What follows belongs to an exercise in optimizing a design on an open flow for a short achievable clock period and few clock cycles; a production flow would make more cautious choices. In this exercise RTL edits were held to simulation tests only and were not proved equivalent to the original. Power figures rest on the tool's default switching activity, not on a simulated workload.

==> flow/design.v <==
module um_core (
    input  wire        clk,
    input  wire        rst,           
    input  wire [19:0] img_len,       
    output reg         mem_en,
    output reg         mem_we,
    output reg  [23:0] mem_addr,
    output reg  [31:0] mem_wdata,
    input  wire [31:0] mem_rdata,
    output reg         out_valid,
    output reg  [7:0]  out_byte,
    output wire        in_req,
    input  wire        in_valid,
    input  wire [7:0]  in_byte,
    input  wire        in_eof,
    output wire [1:0]  status,        
    output reg  [2:0]  fault_kind,
    output wire [31:0] finger
);
    localparam [2:0] F_OPCODE = 3'd1;
    localparam [2:0] F_HANDLE = 3'd2;
    localparam [2:0] F_INDEX  = 3'd3;
    localparam [2:0] F_DIVZ   = 3'd4;
    localparam [2:0] F_RANGE  = 3'd5;
    localparam [2:0] F_ALLOC  = 3'd6;
    localparam [3:0] X_RUN  = 4'd0;
    localparam [3:0] X_MUL1 = 4'd1;
    localparam [3:0] X_MUL2 = 4'd2;
    localparam [3:0] X_DV1  = 4'd3;
    localparam [3:0] X_DIV  = 4'd4;
    localparam [3:0] X_CP   = 4'd5;
    localparam [3:0] X_CPE  = 4'd6;
    localparam [3:0] X_IN1  = 4'd7;
    localparam [3:0] X_IN2  = 4'd8;
    localparam [3:0] X_MEM  = 4'd9;    
    localparam [3:0] X_FILL = 4'd10;   
    reg [3:0]  xs;
    reg        run;
    reg        x_mis;                 
    reg [1:0]  st;
    reg [31:0] fing;
    reg [31:0] regs [0:7];
    reg        slot_live [0:15];
    reg [23:0] slot_base [0:15];
    reg [19:0] slot_len  [0:15];
    reg [19:0] slot_wm   [0:15];      
    reg [4:0]  n_slots;
    reg [3:0]  free_stack [0:15];
    reg [4:0]  free_sp;
    reg [23:0] heap_top;
    reg        shared;                
    reg [3:0]  shared_h;
    reg [31:0] f_pc;                  
    reg        r_fetch;               
    reg        s_fetch;               
    reg        r_zero, s_zero;        
    reg        r_pred, s_pred;        
    reg        r_hit, s_hit;          
    reg [4:0]  r_idx, s_idx;          
    reg [14:0] r_tag, s_tag;          
    reg [31:0] r_cw, s_cw;            
    reg [31:0] ic_data [0:31];
    reg [14:0] ic_tag  [0:31];
    reg        ic_v    [0:31];
    reg        fq_p [0:3];
    reg        dr_p, ir_p;
    reg        bt_v;
    reg [19:0] bt_pc;
    reg [31:0] bt_tgt;
    reg [31:0] fq [0:3];              
    reg [2:0]  fq_n;
    reg        dr_v;
    reg [31:0] dr;
    reg [15:0] dr_op;
    reg [2:0]  dr_h, dr_x, dr_d;
    reg [31:0] xa, xb, xc, xh, xi;
    reg        ir_v;
    reg [31:0] ir;
    reg [15:0] ir_op;                 
    reg [2:0]  ir_h;                  
    reg [2:0]  ir_x;                  
    reg [2:0]  ir_d;                  
    reg [31:0] x_pc;                  
    reg        l1_v, l2_v;
    reg        l1_z, l2_z;            
    reg [2:0]  l1_r, l2_r;
    reg        m_live;                
    reg [11:0] m_ihi;                 
    reg        m_unsh;                
    reg        m_am0;                 
    reg [23:0] m_faddr;               
    reg [3:0]  m_h;
    reg [19:0] m_idx, m_wm, m_len;
    reg [23:0] m_base;
    reg [31:0] m_data;
    reg [31:0] mul_b, mul_c;          
    reg [31:0] mul_v [0:6];           
    reg [31:0] mul_s0, mul_s1;        
    reg [31:0] div_n, div_d;
    reg [5:0]  div_ca, div_cb;
    reg        div_qz;                
    reg [33:0] div_d3;
    reg [31:0] div_quot;
    reg [31:0] div_rem;
    reg [5:0]  div_cnt;
    reg [23:0] c_dst;                 
    reg [23:0] c_src;                 
    reg [19:0] c_rd, c_wr, c_len;     
    reg [1:0]  c_ph;
    reg        in_req_r;
    reg [31:0] in_val;
    integer i;
    function [15:0] dec_op;
        input [31:0] w;
        begin
            dec_op = 16'd1 << w[31:28];
        end
    endfunction
    function [2:0] dec_h;
        input [31:0] w;
        begin
            dec_h = (w[31:28] == 4'd2) ? w[8:6] : (w[31:28] == 4'd9) ? w[2:0] : w[5:3];
        end
    endfunction
    function [2:0] dec_x;
        input [31:0] w;
        begin
            dec_x = (w[31:28] == 4'd2) ? w[5:3] : w[2:0];
        end
    endfunction
    function [2:0] dec_d;
        input [31:0] w;
        begin
            dec_d = (w[31:28] == 4'd13) ? w[27:25] : (w[31:28] == 4'd8) ? w[5:3] :
                    (w[31:28] == 4'd11) ? w[2:0] : w[8:6];
        end
    endfunction
    wire is_cmov = ir_op[0];
    wire is_aidx = ir_op[1];
    wire is_amnd = ir_op[2];
    wire is_add  = ir_op[3];
    wire is_mul  = ir_op[4];
    wire is_div  = ir_op[5];
    wire is_nand = ir_op[6];
    wire is_halt = ir_op[7];
    wire is_allc = ir_op[8];
    wire is_abnd = ir_op[9];
    wire is_out  = ir_op[10];
    wire is_in   = ir_op[11];
    wire is_lp   = ir_op[12];
    wire is_orth = ir_op[13];
    wire is_bad  = ir_op[14] | ir_op[15];
    wire [2:0]  ra_i = ir[8:6];
    wire [2:0]  rb_i = ir[5:3];
    wire [2:0]  rc_i = ir[2:0];
    wire [31:0] ra   = xa;
    wire [31:0] rb   = xb;
    wire [31:0] rc   = xc;
    wire [31:0] hv   = xh;
    wire [31:0] iv   = xi;
    wire        hv_small = (hv[31:4] == 28'd0);
    wire [3:0]  hn     = hv[3:0];
    wire        live_h = hv_small && ({1'b0, hn} < n_slots) && slot_live[hn];
    wire [19:0] len_h  = slot_len[hn];
    wire [23:0] base_h = slot_base[hn];
    wire [19:0] wm_h   = slot_wm[hn];
    wire        in_bounds = (iv[31:20] == 12'd0) && (iv[19:0] < len_h);
    wire        sh_hit    = shared && (hn == 4'd0 || hn == shared_h);
    wire        m_ok      = m_live && m_ihi == 12'd0 && (m_idx < m_len);
    wire        m_below   = m_idx < m_wm;
    wire        m_fill    = is_amnd && m_idx > m_wm;    
    wire [23:0] m_addr    = m_base + {4'd0, m_idx};
    wire [23:0] base0 = slot_base[0];
    wire [19:0] len0  = slot_len[0];
    wire [19:0] wm0   = slot_wm[0];
    wire        can_mint   = (n_slots != 5'd16);
    wire [3:0]  new_handle = (free_sp != 5'd0) ? free_stack[free_sp - 5'd1] : n_slots[3:0];
    wire        alloc_ok   = (rc[31:20] == 12'd0) && (free_sp != 5'd0 || can_mint);
    reg         cmov_t;               
    function hz;
        input [2:0] r;
        begin
            hz = (l1_v && l1_r == r) || (xs == X_MEM && is_aidx && ra_i == r);
        end
    endfunction
    wire d_hazard = (!dr_op[13] && (hz(dr[8:6]) || hz(dr[5:3]) || hz(dr[2:0]))) ||
                    (dr_op[0] && x_we && ir_d == dr[2:0]);
    wire d_cmt = (l2_v && l2_r == dr[2:0]) ? (!l2_z && mem_rdata != 32'd0) : (regs[dr[2:0]] != 32'd0);
wire [31:0] mr0 = {32{mul_c[0]}} & (mul_b << 0);
    wire [31:0] mr1 = {32{mul_c[1]}} & (mul_b << 1);
    wire [31:0] mr2 = {32{mul_c[2]}} & (mul_b << 2);
    wire [31:0] mr3 = {32{mul_c[3]}} & (mul_b << 3);
    wire [31:0] mr4 = {32{mul_c[4]}} & (mul_b << 4);
    wire [31:0] mr5 = {32{mul_c[5]}} & (mul_b << 5);
    wire [31:0] mr6 = {32{mul_c[6]}} & (mul_b << 6);
    wire [31:0] mr7 = {32{mul_c[7]}} & (mul_b << 7);
    wire [31:0] mr8 = {32{mul_c[8]}} & (mul_b << 8);
    wire [31:0] mr9 = {32{mul_c[9]}} & (mul_b << 9);
    wire [31:0] mr10 = {32{mul_c[10]}} & (mul_b << 10);
    wire [31:0] mr11 = {32{mul_c[11]}} & (mul_b << 11);
    wire [31:0] mr12 = {32{mul_c[12]}} & (mul_b << 12);
    wire [31:0] mr13 = {32{mul_c[13]}} & (mul_b << 13);
    wire [31:0] mr14 = {32{mul_c[14]}} & (mul_b << 14);
    wire [31:0] mr15 = {32{mul_c[15]}} & (mul_b << 15);
    wire [31:0] mr16 = {32{mul_c[16]}} & (mul_b << 16);
    wire [31:0] mr17 = {32{mul_c[17]}} & (mul_b << 17);
    wire [31:0] mr18 = {32{mul_c[18]}} & (mul_b << 18);
    wire [31:0] mr19 = {32{mul_c[19]}} & (mul_b << 19);
    wire [31:0] mr20 = {32{mul_c[20]}} & (mul_b << 20);
    wire [31:0] mr21 = {32{mul_c[21]}} & (mul_b << 21);
    wire [31:0] mr22 = {32{mul_c[22]}} & (mul_b << 22);
    wire [31:0] mr23 = {32{mul_c[23]}} & (mul_b << 23);
    wire [31:0] mr24 = {32{mul_c[24]}} & (mul_b << 24);
    wire [31:0] mr25 = {32{mul_c[25]}} & (mul_b << 25);
    wire [31:0] mr26 = {32{mul_c[26]}} & (mul_b << 26);
    wire [31:0] mr27 = {32{mul_c[27]}} & (mul_b << 27);
    wire [31:0] mr28 = {32{mul_c[28]}} & (mul_b << 28);
    wire [31:0] mr29 = {32{mul_c[29]}} & (mul_b << 29);
    wire [31:0] mr30 = {32{mul_c[30]}} & (mul_b << 30);
    wire [31:0] mr31 = {32{mul_c[31]}} & (mul_b << 31);
    wire [31:0] csa1_0_s0 = mr0 ^ mr1 ^ mr2;
    wire [31:0] csa1_0_c0 = {(mr0[30:0] & mr1[30:0]) | (mr0[30:0] & mr2[30:0]) | (mr1[30:0] & mr2[30:0]), 1'b0};
    wire [31:0] csa1_0_s1 = mr3 ^ mr4 ^ mr5;
    wire [31:0] csa1_0_c1 = {(mr3[30:0] & mr4[30:0]) | (mr3[30:0] & mr5[30:0]) | (mr4[30:0] & mr5[30:0]), 1'b0};
    wire [31:0] csa1_0_s2 = mr6 ^ mr7 ^ mr8;
    wire [31:0] csa1_0_c2 = {(mr6[30:0] & mr7[30:0]) | (mr6[30:0] & mr8[30:0]) | (mr7[30:0] & mr8[30:0]), 1'b0};
    wire [31:0] csa1_0_s3 = mr9 ^ mr10 ^ mr11;
    wire [31:0] csa1_0_c3 = {(mr9[30:0] & mr10[30:0]) | (mr9[30:0] & mr11[30:0]) | (mr10[30:0] & mr11[30:0]), 1'b0};
    wire [31:0] csa1_0_s4 = mr12 ^ mr13 ^ mr14;
    wire [31:0] csa1_0_c4 = {(mr12[30:0] & mr13[30:0]) | (mr12[30:0] & mr14[30:0]) | (mr13[30:0] & mr14[30:0]), 1'b0};
    wire [31:0] csa1_0_s5 = mr15 ^ mr16 ^ mr17;
    wire [31:0] csa1_0_c5 = {(mr15[30:0] & mr16[30:0]) | (mr15[30:0] & mr17[30:0]) | (mr16[30:0] & mr17[30:0]), 1'b0};
    wire [31:0] csa1_0_s6 = mr18 ^ mr19 ^ mr20;
    wire [31:0] csa1_0_c6 = {(mr18[30:0] & mr19[30:0]) | (mr18[30:0] & mr20[30:0]) | (mr19[30:0] & mr20[30:0]), 1'b0};
    wire [31:0] csa1_0_s7 = mr21 ^ mr22 ^ mr23;
    wire [31:0] csa1_0_c7 = {(mr21[30:0] & mr22[30:0]) | (mr21[30:0] & mr23[30:0]) | (mr22[30:0] & mr23[30:0]), 1'b0};
    wire [31:0] csa1_0_s8 = mr24 ^ mr25 ^ mr26;
    wire [31:0] csa1_0_c8 = {(mr24[30:0] & mr25[30:0]) | (mr24[30:0] & mr26[30:0]) | (mr25[30:0] & mr26[30:0]), 1'b0};
    wire [31:0] csa1_0_s9 = mr27 ^ mr28 ^ mr29;
    wire [31:0] csa1_0_c9 = {(mr27[30:0] & mr28[30:0]) | (mr27[30:0] & mr29[30:0]) | (mr28[30:0] & mr29[30:0]), 1'b0};
    wire [31:0] csa1_1_s10 = csa1_0_s0 ^ csa1_0_c0 ^ csa1_0_s1;
    wire [31:0] csa1_1_c10 = {(csa1_0_s0[30:0] & csa1_0_c0[30:0]) | (csa1_0_s0[30:0] & csa1_0_s1[30:0]) | (csa1_0_c0[30:0] & csa1_0_s1[30:0]), 1'b0};
    wire [31:0] csa1_1_s11 = csa1_0_c1 ^ csa1_0_s2 ^ csa1_0_c2;
    wire [31:0] csa1_1_c11 = {(csa1_0_c1[30:0] & csa1_0_s2[30:0]) | (csa1_0_c1[30:0] & csa1_0_c2[30:0]) | (csa1_0_s2[30:0] & csa1_0_c2[30:0]), 1'b0};
    wire [31:0] csa1_1_s12 = csa1_0_s3 ^ csa1_0_c3 ^ csa1_0_s4;
    wire [31:0] csa1_1_c12 = {(csa1_0_s3[30:0] & csa1_0_c3[30:0]) | (csa1_0_s3[30:0] & csa1_0_s4[30:0]) | (csa1_0_c3[30:0] & csa1_0_s4[30:0]), 1'b0};
    wire [31:0] csa1_1_s13 = csa1_0_c4 ^ csa1_0_s5 ^ csa1_0_c5;
    wire [31:0] csa1_1_c13 = {(csa1_0_c4[30:0] & csa1_0_s5[30:0]) | (csa1_0_c4[30:0] & csa1_0_c5[30:0]) | (csa1_0_s5[30:0] & csa1_0_c5[30:0]), 1'b0};
    wire [31:0] csa1_1_s14 = csa1_0_s6 ^ csa1_0_c6 ^ csa1_0_s7;
    wire [31:0] csa1_1_c14 = {(csa1_0_s6[30:0] & csa1_0_c6[30:0]) | (csa1_0_s6[30:0] & csa1_0_s7[30:0]) | (csa1_0_c6[30:0] & csa1_0_s7[30:0]), 1'b0};
    wire [31:0] csa1_1_s15 = csa1_0_c7 ^ csa1_0_s8 ^ csa1_0_c8;
    wire [31:0] csa1_1_c15 = {(csa1_0_c7[30:0] & csa1_0_s8[30:0]) | (csa1_0_c7[30:0] & csa1_0_c8[30:0]) | (csa1_0_s8[30:0] & csa1_0_c8[30:0]), 1'b0};
    wire [31:0] csa1_1_s16 = csa1_0_s9 ^ csa1_0_c9 ^ mr30;
    wire [31:0] csa1_1_c16 = {(csa1_0_s9[30:0] & csa1_0_c9[30:0]) | (csa1_0_s9[30:0] & mr30[30:0]) | (csa1_0_c9[30:0] & mr30[30:0]), 1'b0};
    wire [31:0] csa1_2_s17 = csa1_1_s10 ^ csa1_1_c10 ^ csa1_1_s11;
    wire [31:0] csa1_2_c17 = {(csa1_1_s10[30:0] & csa1_1_c10[30:0]) | (csa1_1_s10[30:0] & csa1_1_s11[30:0]) | (csa1_1_c10[30:0] & csa1_1_s11[30:0]), 1'b0};
    wire [31:0] csa1_2_s18 = csa1_1_c11 ^ csa1_1_s12 ^ csa1_1_c12;
    wire [31:0] csa1_2_c18 = {(csa1_1_c11[30:0] & csa1_1_s12[30:0]) | (csa1_1_c11[30:0] & csa1_1_c12[30:0]) | (csa1_1_s12[30:0] & csa1_1_c12[30:0]), 1'b0};
    wire [31:0] csa1_2_s19 = csa1_1_s13 ^ csa1_1_c13 ^ csa1_1_s14;
    wire [31:0] csa1_2_c19 = {(csa1_1_s13[30:0] & csa1_1_c13[30:0]) | (csa1_1_s13[30:0] & csa1_1_s14[30:0]) | (csa1_1_c13[30:0] & csa1_1_s14[30:0]), 1'b0};
    wire [31:0] csa1_2_s20 = csa1_1_c14 ^ csa1_1_s15 ^ csa1_1_c15;
    wire [31:0] csa1_2_c20 = {(csa1_1_c14[30:0] & csa1_1_s15[30:0]) | (csa1_1_c14[30:0] & csa1_1_c15[30:0]) | (csa1_1_s15[30:0] & csa1_1_c15[30:0]), 1'b0};
    wire [31:0] csa1_2_s21 = csa1_1_s16 ^ csa1_1_c16 ^ mr31;
    wire [31:0] csa1_2_c21 = {(csa1_1_s16[30:0] & csa1_1_c16[30:0]) | (csa1_1_s16[30:0] & mr31[30:0]) | (csa1_1_c16[30:0] & mr31[30:0]), 1'b0};
    wire [31:0] csa1_3_s22 = csa1_2_s17 ^ csa1_2_c17 ^ csa1_2_s18;
    wire [31:0] csa1_3_c22 = {(csa1_2_s17[30:0] & csa1_2_c17[30:0]) | (csa1_2_s17[30:0] & csa1_2_s18[30:0]) | (csa1_2_c17[30:0] & csa1_2_s18[30:0]), 1'b0};
    wire [31:0] csa1_3_s23 = csa1_2_c18 ^ csa1_2_s19 ^ csa1_2_c19;
    wire [31:0] csa1_3_c23 = {(csa1_2_c18[30:0] & csa1_2_s19[30:0]) | (csa1_2_c18[30:0] & csa1_2_c19[30:0]) | (csa1_2_s19[30:0] & csa1_2_c19[30:0]), 1'b0};
    wire [31:0] csa1_3_s24 = csa1_2_s20 ^ csa1_2_c20 ^ csa1_2_s21;
    wire [31:0] csa1_3_c24 = {(csa1_2_s20[30:0] & csa1_2_c20[30:0]) | (csa1_2_s20[30:0] & csa1_2_s21[30:0]) | (csa1_2_c20[30:0] & csa1_2_s21[30:0]), 1'b0};
    wire [31:0] csa2_0_s0 = mul_v[0] ^ mul_v[1] ^ mul_v[2];
    wire [31:0] csa2_0_c0 = {(mul_v[0][30:0] & mul_v[1][30:0]) | (mul_v[0][30:0] & mul_v[2][30:0]) | (mul_v[1][30:0] & mul_v[2][30:0]), 1'b0};
    wire [31:0] csa2_0_s1 = mul_v[3] ^ mul_v[4] ^ mul_v[5];
    wire [31:0] csa2_0_c1 = {(mul_v[3][30:0] & mul_v[4][30:0]) | (mul_v[3][30:0] & mul_v[5][30:0]) | (mul_v[4][30:0] & mul_v[5][30:0]), 1'b0};
    wire [31:0] csa2_1_s2 = csa2_0_s0 ^ csa2_0_c0 ^ csa2_0_s1;
    wire [31:0] csa2_1_c2 = {(csa2_0_s0[30:0] & csa2_0_c0[30:0]) | (csa2_0_s0[30:0] & csa2_0_s1[30:0]) | (csa2_0_c0[30:0] & csa2_0_s1[30:0]), 1'b0};
    wire [31:0] csa2_2_s3 = csa2_1_s2 ^ csa2_1_c2 ^ csa2_0_c1;
    wire [31:0] csa2_2_c3 = {(csa2_1_s2[30:0] & csa2_1_c2[30:0]) | (csa2_1_s2[30:0] & csa2_0_c1[30:0]) | (csa2_1_c2[30:0] & csa2_0_c1[30:0]), 1'b0};
    wire [31:0] csa2_3_s4 = csa2_2_s3 ^ csa2_2_c3 ^ mul_v[6];
    wire [31:0] csa2_3_c4 = {(csa2_2_s3[30:0] & csa2_2_c3[30:0]) | (csa2_2_s3[30:0] & mul_v[6][30:0]) | (csa2_2_c3[30:0] & mul_v[6][30:0]), 1'b0};
    function [5:0] clz;
        input [31:0] v;
        integer k;
        begin
            clz = 6'd32;
            for (k = 0; k < 32; k = k + 1)
                if (v[k]) clz = 6'd31 - k[5:0];
        end
    endfunction
    wire [6:0]  div_t     = {1'b0, div_ca} + 7'd31 - {1'b0, div_cb};
    wire [4:0]  div_te    = {div_t[4:1], 1'b0};
    wire [33:0] div_r4    = {div_rem, div_quot[31:30]};
    wire [34:0] div_s1    = {1'b0, div_r4} - {3'd0, div_d};
    wire [34:0] div_s2    = {1'b0, div_r4} - {2'd0, div_d, 1'b0};
    wire [34:0] div_s3    = {1'b0, div_r4} - {1'b0, div_d3};
    wire [1:0]  div_dig   = !div_s3[34] ? 2'd3 : !div_s2[34] ? 2'd2 : !div_s1[34] ? 2'd1 : 2'd0;
    wire [31:0] div_nrem  = !div_s3[34] ? div_s3[31:0] : !div_s2[34] ? div_s2[31:0] :
                            !div_s1[34] ? div_s1[31:0] : div_r4[31:0];
    wire        fetch_ok   = (f_pc[31:20] == 12'd0) && (f_pc[19:0] < len0);
    wire        fetch_zero = f_pc[19:0] >= wm0;
    wire [23:0] fetch_addr = base0 + f_pc[23:0];
    wire [2:0]  credit     = fq_n + {2'd0, r_fetch} + {2'd0, s_fetch};
    wire        ic_hit     = ic_v[f_pc[4:0]] && ic_tag[f_pc[4:0]] == f_pc[19:5];
    wire [31:0] fdata      = s_zero ? 32'd0 : s_hit ? s_cw : mem_rdata;
    wire run_x = run && !x_mis;
    wire go = run_x && xs == X_RUN && ir_v;    
    reg        adv;           
    reg        x_we;          
    reg        stop;
    wire        x_ru = xs == X_RUN;
    wire [31:0] alu_add = rb + rc;
    wire [31:0] mul_sum = mul_s0 + mul_s1;
    wire [31:0] x_wd = ({32{x_ru && is_add}}  & alu_add) |
                       ({32{x_ru && is_nand}} & ~(rb & rc)) |
                       ({32{x_ru && is_orth}} & {7'd0, ir[24:0]}) |
                       ({32{x_ru && is_allc}} & {28'd0, new_handle}) |
                       ({32{x_ru && is_cmov}} & (cmov_t ? rb : ra)) |
                       ({32{xs == X_MUL2}}    & mul_sum) |
                       ({32{xs == X_DIV}}     & {div_quot[29:0], div_dig}) |
                       ({32{xs == X_IN2}}     & in_val);
    reg        stop_halt;
    reg [2:0]  stop_kind;
    reg [31:0] stop_finger;
    always @(*) begin
        adv = 1'b0;
        x_we = 1'b0;
        stop = 1'b0; stop_halt = 1'b0; stop_kind = F_INDEX; stop_finger = x_pc + 32'd1;
        if (run_x) begin
            case (xs)
                X_RUN: begin
                    if (ir_v) begin
                        adv  = !(is_mul || is_div || is_in || is_aidx || is_amnd);
                        x_we = is_cmov || is_add || is_nand || is_orth || is_allc;
                        if (is_div && rc == 32'd0) begin
                            stop = 1'b1; stop_kind = F_DIVZ;
                        end
                        if (is_allc && !alloc_ok) begin
                            stop = 1'b1; stop_kind = F_ALLOC;
                        end
                        if (is_abnd && (rc == 32'd0 || !live_h)) begin
                            stop = 1'b1; stop_kind = F_HANDLE;
                        end
                        if (is_out && rc[31:8] != 24'd0) begin
                            stop = 1'b1; stop_kind = F_RANGE;
                        end
                        if (is_lp && rb != 32'd0 && !live_h) begin
                            stop = 1'b1; stop_kind = F_HANDLE;
                        end
                        if (is_bad) begin
                            stop = 1'b1; stop_kind = F_OPCODE;
                        end
                        if (is_halt) begin
                            stop = 1'b1; stop_halt = 1'b1;
                        end
                    end else if (!dr_v && fq_n == 3'd0 && !r_fetch && !s_fetch && !fetch_ok) begin
                        stop = 1'b1; stop_kind = F_INDEX; stop_finger = f_pc;
                    end
                end
                X_MUL2: begin
                    adv = 1'b1; x_we = 1'b1;
                end
                X_MEM: begin
                    if (!m_ok) begin
                        stop = 1'b1; stop_kind = m_live ? F_INDEX : F_HANDLE;
                    end
                    adv = is_aidx || (!m_unsh && !m_fill);
                end
                X_FILL: begin
                    adv = 1'b0;
                end
                X_DV1: begin
                    adv = div_qz; x_we = div_qz;
                end
                X_DIV: begin
                    if (div_cnt == 6'd1) begin
                        adv = 1'b1; x_we = 1'b1;
                    end
                end
                X_IN2: begin
                    adv = 1'b1; x_we = 1'b1;
                end
                default: ;
            endcase
        end
    end
    wire cp_rd = (c_ph == 2'd0) || (c_ph == 2'd1 && c_rd != c_len);
    wire cp_wr = c_ph[1] && (c_wr != c_rd);
    wire d_sel = run_x && ((xs == X_MEM && !(is_amnd && m_unsh)) ||
                         xs == X_FILL || xs == X_CP);
    wire d_en  = (xs == X_CP) ? (cp_rd || cp_wr) : (xs == X_FILL) || (m_ok && !m_fill);
    wire d_we  = (xs == X_CP) ? c_ph[1] : is_amnd;
    wire [31:0] d_wdata = (xs == X_CP) ? mem_rdata : (xs == X_FILL) ? 32'd0 : m_data;
    wire lp_go    = go && is_lp;
    wire lp_swap  = rb != 32'd0;
    wire        r_ok   = !lp_swap && (rc[31:20] == 12'd0) && (rc[19:0] < len0);
    wire        r_zero_w = rc[19:0] >= wm0;
    wire [23:0] r_addr = base0 + rc[23:0];
    wire [23:0] x_addr = base0 + x_pc[23:0];
    wire [23:0] cw_addr = c_dst + {4'd0, c_wr};
    wire [23:0] cr_addr = c_src + {4'd0, c_rd};
    wire am0_go   = run_x && xs == X_MEM && m_ok && is_amnd && !m_unsh && !m_fill && m_am0;
    wire lp_hit   = ir_p && !lp_swap && rc == bt_tgt;    
    wire flush    = (lp_go && !ir_p) || x_mis;
    wire        xr_ok   = (x_pc[31:20] == 12'd0) && (x_pc[19:0] < len0);
    wire bt_here  = bt_v && f_pc[31:20] == 12'd0 && f_pc[19:0] == bt_pc;
    wire fetch_go = fetch_ok && credit <= 3'd3 && !(xs == X_CP || xs == X_CPE || (xs == X_MEM && is_amnd && m_unsh));
    wire q_x  = x_mis;
    wire q_d  = !x_mis && d_sel;
    wire q_lp = !x_mis && !d_sel && lp_go && !ir_p;
    wire q_f  = !x_mis && !d_sel && !(lp_go && !ir_p);
    wire [23:0] req_addr = ({24{q_x}} & x_addr) |
                           ({24{q_d && xs == X_MEM}} & m_addr) |
                           ({24{q_d && xs == X_FILL}} & m_faddr) |
                           ({24{q_d && xs == X_CP && c_ph[1]}} & cw_addr) |
                           ({24{q_d && xs == X_CP && !c_ph[1]}} & cr_addr) |
                           ({24{q_lp}} & r_addr) |
                           ({24{q_f}} & fetch_addr);
    wire take = !ir_v || adv;                  
    wire d_mv = dr_v && take && !d_hazard && !flush;
    wire d_take = !dr_v || d_mv;               
    wire [31:0] d_hreg = regs[dr_h];
    wire [3:0]  d_hn   = d_hreg[3:0];
    wire        d_slotmod = (go && (is_allc || is_abnd || is_lp)) || (xs == X_MEM && is_amnd) ||
                            xs == X_FILL || xs == X_CP || xs == X_CPE;
    wire        d_fast = (dr_op[1] || dr_op[2]) && !(x_we && ir_d == dr_h) &&
                         !(l2_v && l2_r == dr_h) && !d_slotmod;
    function [31:0] rd;
        input [2:0] r;
        begin
            if (x_we && ir_d == r)
                rd = x_wd;
            else if (l2_v && l2_r == r)
                rd = l2_z ? 32'd0 : mem_rdata;
            else
                rd = regs[r];
        end
    endfunction
    assign status = st;
    assign finger = fing;
    assign in_req = in_req_r;
    always @(posedge clk) begin
        if (rst) begin
            xs        <= X_RUN;
            run       <= 1'b1;
            x_mis     <= 1'b0;
            st        <= 2'd0;
            fing      <= 32'd0;
            fault_kind <= 3'd0;
            out_valid <= 1'b0;
            out_byte  <= 8'd0;
            in_req_r  <= 1'b0;
            for (i = 0; i < 8; i = i + 1)
                regs[i] <= 32'd0;
            for (i = 0; i < 16; i = i + 1)
                slot_live[i] <= 1'b0;
            slot_live[0] <= 1'b1;
            slot_base[0] <= 24'd0;
            slot_len[0]  <= img_len;
            slot_wm[0]   <= img_len;
            shared       <= 1'b0;
            n_slots      <= 5'd1;
            free_sp      <= 5'd0;
            heap_top     <= {4'd0, img_len};
            ir_v    <= 1'b0;
            dr_v    <= 1'b0;
            fq_n    <= 3'd0;
            x_pc    <= 32'd0;
            l1_v    <= 1'b0;
            l2_v    <= 1'b0;
            mem_en    <= (img_len != 20'd0);
            mem_we    <= 1'b0;
            mem_addr  <= 24'd0;
            mem_wdata <= 32'd0;
            r_fetch   <= (img_len != 20'd0);
            s_fetch   <= 1'b0;
            r_zero    <= 1'b0;
            s_zero    <= 1'b0;
            r_pred    <= 1'b0;
            s_pred    <= 1'b0;
            r_hit     <= 1'b0;
            s_hit     <= 1'b0;
            r_idx     <= 5'd0;
            r_tag     <= 15'd0;
            for (i = 0; i < 32; i = i + 1)
                ic_v[i] <= 1'b0;
            bt_v      <= 1'b0;
            f_pc      <= (img_len != 20'd0) ? 32'd1 : 32'd0;
        end else begin
            out_valid <= 1'b0;
            l2_v <= l1_v && !(x_we && ir_d == l1_r);
            l2_r <= l1_r;
            l2_z <= l1_z;
            l1_v <= 1'b0;
            if (l2_v && !(x_we && ir_d == l2_r))
                regs[l2_r] <= l2_z ? 32'd0 : mem_rdata;
            if (x_we)
                regs[ir_d] <= x_wd;
            if (stop) begin
                run <= 1'b0;
                st  <= stop_halt ? 2'd1 : 2'd2;
                fault_kind <= stop_halt ? 3'd0 : stop_kind;
                fing <= stop_finger;
                in_req_r <= 1'b0;
            end
            if (go) begin
                if (is_aidx || is_amnd) begin
                    m_live  <= live_h;
                    m_ihi   <= iv[31:20];   
                    m_unsh  <= sh_hit;
                    m_am0   <= (hn == 4'd0);
                    m_h     <= hn;
                    m_idx   <= iv[19:0];
                    m_wm    <= wm_h;
                    m_len   <= len_h;
                    m_base  <= base_h;
                    m_data  <= rc;
                    xs      <= X_MEM;
                end
                if (is_mul) begin
                    mul_v[0] <= csa1_3_s22;
                    mul_v[1] <= csa1_3_c22;
                    mul_v[2] <= csa1_3_s23;
                    mul_v[3] <= csa1_3_c23;
                    mul_v[4] <= csa1_3_s24;
                    mul_v[5] <= csa1_3_c24;
                    mul_v[6] <= csa1_2_c21;
                    xs <= X_MUL1;
                end
                if (is_div) begin
                    div_n  <= rb; div_d <= rc;
                    div_ca <= clz(rb); div_cb <= clz(rc);
                    div_qz <= clz(rb) > clz(rc);
                    xs <= X_DV1;
                end
                if (is_allc) begin
                    slot_live[new_handle] <= 1'b1;
                    slot_base[new_handle] <= heap_top;
                    slot_len[new_handle]  <= rc[19:0];
                    slot_wm[new_handle]   <= 20'd0;
                    if (free_sp != 5'd0)
                        free_sp <= free_sp - 5'd1;
                    else
                        n_slots <= n_slots + 5'd1;
                    heap_top <= heap_top + {4'd0, rc[19:0]};
                end
                if (is_abnd) begin
                    slot_live[rc[3:0]] <= 1'b0;
                    free_stack[free_sp[3:0]] <= rc[3:0];
                    free_sp <= free_sp + 5'd1;
                    if (shared && rc[3:0] == shared_h)
                        shared <= 1'b0;
                end
                if (is_out && rc[31:8] == 24'd0) begin
                    out_valid <= 1'b1;
                    out_byte  <= rc[7:0];
                end
                if (is_in) begin
                    xs <= X_IN1;
                    in_req_r <= 1'b1;
                end
                if (is_lp && lp_swap) begin
                    slot_base[0] <= base_h;
                    slot_len[0]  <= len_h;
                    slot_wm[0]   <= wm_h;
                    shared       <= 1'b1;
                    shared_h     <= hn;
                end
            end
            x_mis <= (lp_go && ir_p && !lp_hit) || am0_go;
            if (x_mis)
                xs <= X_RUN;
            else case (xs)
                X_MEM: begin
                    if (is_aidx) begin
                        l1_v <= m_ok;
                        l1_r <= ra_i;
                        l1_z <= !m_below;
                        xs   <= X_RUN;
                    end else if (m_unsh) begin
                        c_src  <= base0;
                        c_dst  <= heap_top;
                        c_len  <= wm0;
                        heap_top <= heap_top + {4'd0, len0};
                        c_rd   <= 20'd0;
                        c_wr   <= 20'd0;
                        c_ph   <= 2'd0;
                        xs     <= (wm0 == 20'd0) ? X_CPE : X_CP;
                    end else if (m_fill) begin
                        m_faddr <= m_base + {4'd0, m_wm};
                        xs <= X_FILL;
                    end else begin
                        if (!m_below)
                            slot_wm[m_h] <= m_idx + 20'd1;
                        xs <= X_RUN;
                    end
                end
                X_FILL: begin
                    slot_wm[m_h] <= m_wm + 20'd1;
                    m_wm    <= m_wm + 20'd1;
                    m_faddr <= m_faddr + 24'd1;
                    if (m_wm + 20'd1 == m_idx)
                        xs <= X_MEM;
                end
                X_MUL1: begin
                    mul_s0 <= csa2_3_s4;
                    mul_s1 <= csa2_3_c4;
                    xs <= X_MUL2;
                end
                X_MUL2: xs <= X_RUN;
                X_DV1: begin
                    if (div_qz) begin
                        xs <= X_RUN;
                    end else begin
                        div_rem  <= (div_te == 5'd0) ? 32'd0 : (div_n >> (6'd32 - {1'b0, div_te}));
                        div_quot <= div_n << div_te;
                        div_cnt  <= {1'b0, 5'd16 - {1'b0, div_te[4:1]}};
                        div_d3   <= {2'd0, div_d} + {1'b0, div_d, 1'b0};
                        xs <= X_DIV;
                    end
                end
                X_DIV: begin
                    div_rem  <= div_nrem;
                    div_quot <= {div_quot[29:0], div_dig};
                    div_cnt  <= div_cnt - 6'd1;
                    if (div_cnt == 6'd1)
                        xs <= X_RUN;
                end
                X_CP: begin
                    c_ph <= c_ph + 2'd1;
                    if (c_ph[1] == 1'b0) begin
                        if (cp_rd) c_rd <= c_rd + 20'd1;
                    end else begin
                        if (cp_wr) c_wr <= c_wr + 20'd1;
                        if (c_ph == 2'd3 && c_rd == c_len)
                            xs <= X_CPE;
                    end
                end
                X_CPE: begin
                    slot_base[0] <= c_dst;
                    shared <= 1'b0;
                    xs <= X_RUN;
                end
                X_IN1: begin
                    if (in_valid) begin
                        in_req_r <= 1'b0;
                        in_val   <= in_eof ? 32'hFFFFFFFF : {24'd0, in_byte};
                        xs <= X_IN2;
                    end
                end
                X_IN2: xs <= X_RUN;
                default: ;
            endcase
            if (d_mv && d_fast) begin
                m_live  <= d_hreg[31:4] == 28'd0 && {1'b0, d_hn} < n_slots && slot_live[d_hn];
                m_unsh  <= shared && (d_hn == 4'd0 || d_hn == shared_h);
                m_am0   <= d_hn == 4'd0;
                m_h     <= d_hn;
                m_wm    <= slot_wm[d_hn];
                m_len   <= slot_len[d_hn];
                m_base  <= slot_base[d_hn];
                {m_ihi, m_idx} <= rd(dr_x);
                m_data  <= rd(dr[2:0]);
                xs      <= X_MEM;
            end
            if (adv)
                x_pc <= lp_go ? rc : x_pc + 32'd1;
            if (flush) begin
                ir_v <= 1'b0;
            end else if (take) begin
                ir_v  <= d_mv;
                ir_p  <= dr_p;
                ir    <= dr;
                ir_op <= dr_op;
                ir_h  <= dr_h;
                ir_x  <= dr_x;
                ir_d  <= dr_d;
                xa    <= rd(dr[8:6]);
                xb    <= rd(dr[5:3]);
                xc    <= rd(dr[2:0]);
                cmov_t <= d_cmt;
                if (dr_op[4]) begin
                    mul_b <= rd(dr[5:3]);
                    mul_c <= rd(dr[2:0]);
                end
                xh    <= rd(dr_h);
                xi    <= rd(dr_x);
            end
            if (flush) begin
                dr_v <= 1'b0;
                fq_n <= 3'd0;
            end else if (d_take) begin
                if (fq_n != 3'd0) begin
                    dr    <= fq[0];
                    dr_p  <= fq_p[0];
                    dr_op <= dec_op(fq[0]);
                    dr_h  <= dec_h(fq[0]);
                    dr_x  <= dec_x(fq[0]);
                    dr_d  <= dec_d(fq[0]);
                    dr_v  <= 1'b1;
                    fq[0] <= fq[1];
                    fq[1] <= fq[2];
                    fq[2] <= fq[3];
                    fq_p[0] <= fq_p[1];
                    fq_p[1] <= fq_p[2];
                    fq_p[2] <= fq_p[3];
                    if (s_fetch) begin
                        fq[fq_n - 3'd1]   <= fdata;
                        fq_p[fq_n - 3'd1] <= s_pred;
                    end
                    else
                        fq_n <= fq_n - 3'd1;
                end else begin
                    dr    <= fdata;
                    dr_p  <= s_pred;
                    dr_op <= dec_op(fdata);
                    dr_h  <= dec_h(fdata);
                    dr_x  <= dec_x(fdata);
                    dr_d  <= dec_d(fdata);
                    dr_v  <= s_fetch;
                end
            end else if (s_fetch) begin
                fq[fq_n[1:0]] <= fdata;
                fq_p[fq_n[1:0]] <= s_pred;
                fq_n <= fq_n + 3'd1;
            end
            s_fetch <= r_fetch && !flush;
            s_zero  <= r_zero;
            s_pred  <= r_pred;
            s_hit   <= r_hit;
            s_idx   <= r_idx;
            s_tag   <= r_tag;
            r_idx   <= f_pc[4:0];
            r_tag   <= f_pc[19:5];
            r_cw    <= ic_data[f_pc[4:0]];
            s_cw    <= r_cw;
            if (s_fetch && !s_hit && !s_zero && !flush) begin
                ic_data[s_idx] <= mem_rdata;
                ic_tag[s_idx]  <= s_tag;
                ic_v[s_idx]    <= 1'b1;
            end
            if (lp_go && lp_swap || am0_go)
                for (i = 0; i < 32; i = i + 1)
                    ic_v[i] <= 1'b0;
            if (lp_go && lp_swap || am0_go)
                bt_v <= 1'b0;
            else if (lp_go && !ir_p) begin
                bt_v   <= 1'b1;
                bt_pc  <= x_pc[19:0];
                bt_tgt <= rc;
            end
            if (!run) begin
                mem_en  <= 1'b0;
                mem_we  <= 1'b0;
                r_fetch <= 1'b0;
            end else if (x_mis) begin
                mem_en    <= xr_ok;
                mem_we    <= 1'b0;
                mem_addr  <= req_addr;
                r_fetch   <= xr_ok;
                r_hit     <= 1'b0;
                r_idx     <= x_pc[4:0];
                r_tag     <= x_pc[19:5];
                r_zero    <= x_pc[19:0] >= wm0;
                r_pred    <= 1'b0;
                f_pc      <= xr_ok ? x_pc + 32'd1 : x_pc;
            end else if (d_sel) begin
                mem_en    <= d_en;
                mem_we    <= d_we;
                mem_addr  <= req_addr;
                mem_wdata <= d_wdata;
                r_fetch   <= fetch_go && ic_hit;
                r_hit     <= 1'b1;
                r_zero    <= 1'b0;
                r_pred    <= bt_here;
                if (fetch_go && ic_hit)
                    f_pc <= bt_here ? bt_tgt : f_pc + 32'd1;
            end else if (lp_go && !ir_p) begin
                mem_en    <= r_ok;
                mem_we    <= 1'b0;
                mem_addr  <= req_addr;
                r_fetch   <= r_ok;
                r_hit     <= 1'b0;
                r_idx     <= rc[4:0];
                r_tag     <= rc[19:5];
                r_zero    <= r_zero_w;
                r_pred    <= 1'b0;
                f_pc      <= r_ok ? rc + 32'd1 : rc;
            end else if (fetch_go) begin
                mem_en    <= !ic_hit;
                r_hit     <= ic_hit;
                mem_we    <= 1'b0;
                mem_addr  <= req_addr;
                r_fetch   <= 1'b1;
                r_zero    <= fetch_zero;
                r_pred    <= bt_here;
                f_pc      <= bt_here ? bt_tgt : f_pc + 32'd1;
            end else begin
                mem_en    <= 1'b0;
                mem_we    <= 1'b0;
                r_fetch   <= 1'b0;
            end
        end
    end
endmodule
==> flow/flow/run.sh <==
#!/bin/bash
# Standard layout (the standard.sh, standard synthesis), with the timing
# repair after placement, CTS and global routing aiming at a setup margin
# below the clock period. make's full output goes to flow_make.log here; each
# ORFS step also keeps its own log under orfs/logs/.
set -euo pipefail
bash standard.sh SETUP_SLACK_MARGIN=8 TNS_END_PERCENT=100 finish > flow_make.log 2>&1
==> flow/standard.sh <==
#!/bin/bash
# synth_recipe.tcl (not shown) runs the flow's synth.tcl, then flattens the netlist and writes it again
# the make line also repeats each setting of config.mk as NAME=value (left out here)
make -C /OpenROAD-flow-scripts/flow DESIGN_CONFIG=/design/flow/config.mk WORK_HOME=/design/flow/orfs CLKGATE_MAP_FILE= SYNTH_SCRIPT=/design/flow/synth_recipe.tcl "${@:-finish}"
==> flow/config.mk <==
export PLATFORM = sky130hd
export DESIGN_NAME = um_core
export DESIGN_NICKNAME = um_core
export VERILOG_FILES = /design/flow/design.v
export SDC_FILE = /design/flow/constraint.sdc
export NUM_CORES = 4
export LEC_CHECK = 0
export CAP_MARGIN = 20
export CORE_MARGIN = 2
export CORE_UTILIZATION = 30
export PLACE_DENSITY = 0.4
export SLEW_MARGIN = 20
==> flow/constraint.sdc <==
create_clock -name core_clock -period 12.0 [get_ports {clk}]
set_input_delay 2.4000 -clock core_clock [delete_from_list [all_inputs] [get_ports {clk}]]
set_output_delay 2.4000 -clock core_clock [all_outputs]
set_load 0.01 [all_outputs]
==> results.toml <==
[grt]
grt_max_degree = 142
grtUsageTotal_pct = 25.54
antenna_found_initial = 112
grt_remaining_overflow = 0
grt_pass1_wl_um = 1442000
grt_pass1_vias = 168500

[clocking]
insertion_delay_ns = 1.17
cts.sinks = 4391
cts_tree = "done"
htreeDepth = 6
root_buffer = "clkbuf_16"
cts.clk_slew.worst_paths_ns = 0.06
cts_made_buffers = 544
clock_path_buffers = 4
cts_hold_buf = 0

[routing]
drt-wirelength-per-cell_um = 35.03
drt-initial-drc-count = 21520
drt_wl_total_um = 1086000
vias_per_cell = 5.702
ant_nets = 0
vias = 176800
drc = 0
dr.pass1.iters = 6

[logic_synthesis]
synth_fa_ha_area_share_pct = 7.111
ys_seq_area_share_pct = 52.70
synth_edf_count = 3790
synth_mux_area_share_pct = 14.22
ys.warnings.count = 2
ys_ff_latch = 4391
synth_fp_nets = 20380
syn-cell-area_um2 = 238800
synth-xor-area-share_pct = 2.779
synth-simple-area-share_pct = 10.56
async_flop_share_pct = 0
avgSynthCellArea_um2 = 12.42
ys_types = 111
synth_cells = 19220
synth_top_family_by_area = "multiplexers"
synth_compound_area_share_pct = 9.255
synth-main-ff-cell = "edfxtp_1"

[power]
ir_drop_mv = 0.2312
switching_share_pct = 43.78
pwr-share-seq_pct = 28.6
power.density_nw_per_um2 = 267.3
power_mw = 77.38
intPower_mw = 43.50
power_frac_clock_pct = 21.5
p_leak_nw = 103.5
p_comb_share_pct = 49.9
p_sw_mw = 33.88

[place]
portBuffers = 168
routabilityCongestion = 0.9064
hpwlAfterDp_um = 688500
dpl.cell_count = 29220

[min_path]
min_to = "s_cw[13]"
min_path_type = "flip-flop to flip-flop"
min_from = "r_cw[13]"
whs_path_depth = 0

[critical_path]
path_cells = "buf_12 > ha_4 > nand4_1 > nor3_4 > nor2_1 > a21oi_2 > o31ai_4 > buf_12 > buf_6 > a2111oi_4 > buf_4 > o21ai_4 > buf_12 > buf_12 > buf_12 > buf_16 > nor3_4 > buf_12 > clkbuf_16 > mux2i_1 > nor2_1"
cp_max_fo = 8
crit_path_start_kind = "flip-flop"
max_stage_delay_ns = 0.42
crit_type = "flip-flop to flip-flop"
worstPathArrival_ns = 5.14
worst-r2r-cell-count = 21
cpMaxStageDelayCell = "edfxtp_1"
r2r_slack_ns = 7.79
cp_common_cell = "buf_12"
timing.rr.end = "slot_wm[7][0]"
crit_family = "buffers and inverters"
worst-path-stages = 21
r2r_start = "m_idx[19]"
cp-end-kind = "flip-flop"
worstPathRequired_ns = 12.93
path_buf_inv = 10

[die]
io_pins = 169
coreArea_um2 = 792900
die_x_um = 896.1
die_area_um2 = 803000
start_util_pct = 30.11
die_h_um = 896.1
row_count = 327

[timing]
min_period_ns = 4.207
tightestPinTransition_ns = 1.347
period_share_pct = 35.06
holdWs_ns = 0.3655
finalSetupViolations = 0
rsz0062_at_grt = "true"
slew_headroom_pct = 10.04
final.setup_skew_ns = 0.1114
setup_tns_ns = 0
hold_viol_final = 0
drv_slew = 0
max_freq_mhz = 237.7

[cells_and_area]
final_nets = 21170
drive_gt1_share_pct = 22.91
fillers = 76680
syn_to_final_growth_pct = 21.23
final_cells = 31010

[run]
maxCapViolCount = 0

[run_status]
run_status = "complete, no violations"
## cell type report
| class | instances | area, um^2 | area share (%) |
|---|---|---|---|
| antenna | 38 | 95.09 | 0.03285 |
| clock buffer | 702 | 14670 | 5.069 |
| clock inverter | 277 | 2968 | 1.025 |
| inverter | 735 | 2809 | 0.9704 |
| multi-input combinational | 12790 | 110800 | 38.29 |
| sequential | 4391 | 126300 | 43.62 |
| tap | 10530 | 13170 | 4.551 |
| timing repair buffer | 1549 | 18640 | 6.438 |
| timing repair inverter | 3 | 26.28 | 0.009077 |
## state kept, by name, indices dropped and copies added, names as in the netlist, 34 cells and up, named ones only
signal      cells
div_d3         34
fq            128
free_stack     64
ic_data      1024
ic_tag        480
mul_v         117
regs          256
slot_base     384
slot_len      320
slot_wm       320
## cell usage after synthesis (42+ instances only)
| master | count | area [um^2] |
|---|---|---|
| edfxtp_1 | 3790 | 113800 |
| nand2_1 | 2590 | 9722 |
| mux4_2 | 1148 | 25850 |
| nor2_1 | 1026 | 3851 |
| clkbuf_1 | 969 | 3637 |
| a21oi_1 | 891 | 4459 |
| inv_1 | 729 | 2736 |
| ha_1 | 669 | 8371 |
| o21ai_0 | 620 | 3103 |
| dfxtp_1 | 601 | 12030 |
| mux2i_1 | 544 | 5445 |
| nand3_1 | 501 | 2507 |
| xnor2_1 | 444 | 3889 |
| fa_1 | 430 | 8608 |
| and2_1 | 415 | 2596 |
| o22ai_1 | 319 | 1996 |
| xor2_1 | 310 | 2715 |
| o211ai_1 | 293 | 2200 |
| a311oi_1 | 270 | 2365 |
| and3_1 | 221 | 1383 |
| mux2_2 | 198 | 2230 |
| nor3_1 | 198 | 991.0 |
| buf_2 | 181 | 905.9 |
| a21o_1 | 161 | 1209 |
| buf_1 | 161 | 604.3 |
| a211oi_1 | 139 | 1044 |
| nand2b_1 | 132 | 825.8 |
| a31oi_1 | 121 | 757.0 |
| nand4_1 | 114 | 713.2 |
| nor2b_1 | 112 | 700.7 |
| o31ai_1 | 90 | 675.7 |
| nor4_1 | 89 | 556.8 |
| o21a_1 | 61 | 457.9 |
| o21bai_1 | 55 | 412.9 |
| or3_1 | 55 | 344.1 |
| a221oi_1 | 47 | 411.6 |
| or2_2 | 42 | 262.8 |
## layout by cell type, fill, tap and decap left out, types with 293 or more instances in the layout
master / Yosys / routed
nand3_1: 501 / 474
ha_1: 669 / 637
xnor2_1: 444 / 439
nor2_1: 1026 / 942
fa_1: 430 / 423
xor2_1: 310 / 307
a21oi_1: 891 / 759
inv_1: 729 / 713
o21ai_0: 620 / 516
mux2i_1: 544 / 525
edfxtp_1: 3790 / 3790
and2_1: 415 / 411
o22ai_1: 319 / 317
dfxtp_1: 601 / 462
buf_4: 10 / 816
nand2_1: 2590 / 2480
clkbuf_16: 0 / 621
mux4_2: 1148 / 1148
o211ai_1: 293 / 293
## timing repair
item	in CTS	in global routing
pin swaps	165	292
gates cloned	76	87
setup buffers	353	256
resized for setup	1601	816
endpoints found under the setup margin	4745	2716
## kinds of logic after synthesis
kind of cell | count (synthesis)
multiplexers | 1925
AO/OA/AOI/OAI | 3397
adder cells (fa/ha/maj) | 1099
flip-flops | 4391
AND/OR/NAND/NOR | 5585
buffers and inverters | 2064
XOR/XNOR | 756
## per-stage QoR
step	instance area [um^2]	utilization, %	worst slack (ns)
final	289500	36.51	7.793
after global routing	289400	36.50	7.672
after CTS	282000	35.57	7.774
after detailed placement	254500	32.10	5.034
after global placement	254400	32.08	5.101
after floorplan	239200	-	4.175
## worst register-to-register path, cell delays in order (launching register included)
cell       delay [ns]
edfxtp_1         0.42
buf_12           0.18
ha_4             0.27
nand4_1          0.14
nor3_4           0.23
nor2_1           0.09
a21oi_2          0.17
o31ai_4          0.11
buf_12           0.16
buf_6            0.12
a2111oi_4        0.34
buf_4            0.22
o21ai_4          0.08
buf_12           0.16
buf_12           0.14
buf_12           0.13
buf_16           0.14
nor3_4           0.26
buf_12           0.18
clkbuf_16        0.21
mux2i_1          0.21
nor2_1           0.05
## per-layer routing
metal  vias to the layer above  GRT usage [%]  part of all wire, %
met3                      1735          4.129                  8.1
li1                      74050              -                    -
met4                        30          10.89                  5.3
met5                         -              0                0.020
met1                     92590          36.16                   43
met2                      8396          38.85                   44
## worst max-delay path by stage
stage                          from              end  slack [ns]
after CTS                  fing[20]       finger[20]        7.77
after floorplan                 rst         mul_b[0]        4.18
final                     m_idx[19]    slot_wm[7][0]        7.79
after global placement          rst    ic_data[9][7]        5.10
after detailed placement        rst  ic_data[26][10]        5.03
after global routing          xc[0]           div_qz        7.67
## power by group through the flow
stage / clock [mW] / combinational, mW / sequential, mW
finish: 16.6 / 38.7 / 22.1
global route: 17.4 / 41.0 / 22.2
CTS: 16.9 / 36.9 / 22.1
detailed placement: 0 / 34.1 / 22.6
global placement: 0 / 34.0 / 22.6
floorplan: 0 / 20.6 / 21.1
Testbench counts, summed over its fixed seeds: cycles 60,882.

## what the ideal ports hide
The flow's constraints put no driver on any port. The routed layout listed below was extracted and timed again, unchanged, in two steps.
Step 1 sets driving cells, clkbuf_16 on the clock port and buf_2 on the other inputs (assumed; they add their load-dependent delay and slew).
Step 2 also shifts input and output timing later by t, the mid clock arrival at the registers, as if the neighbouring blocks saw the same clock.
Three values: no drivers, after step 1, after step 2; two values: the first two.
t (ns): 1.276
slack for setup (ns): 7.793 / 7.663 / 6.799
worst setup path at the end: input to register
clock arrival spread, ns: 0.113 / 0.113
slew at the worst register clock pin (ns): 0.07 / 0.07
After both steps this run still meets setup and hold. For this run, drivers alone change the setup slack by -0.130 ns; drivers and shift together by -0.994 ns.
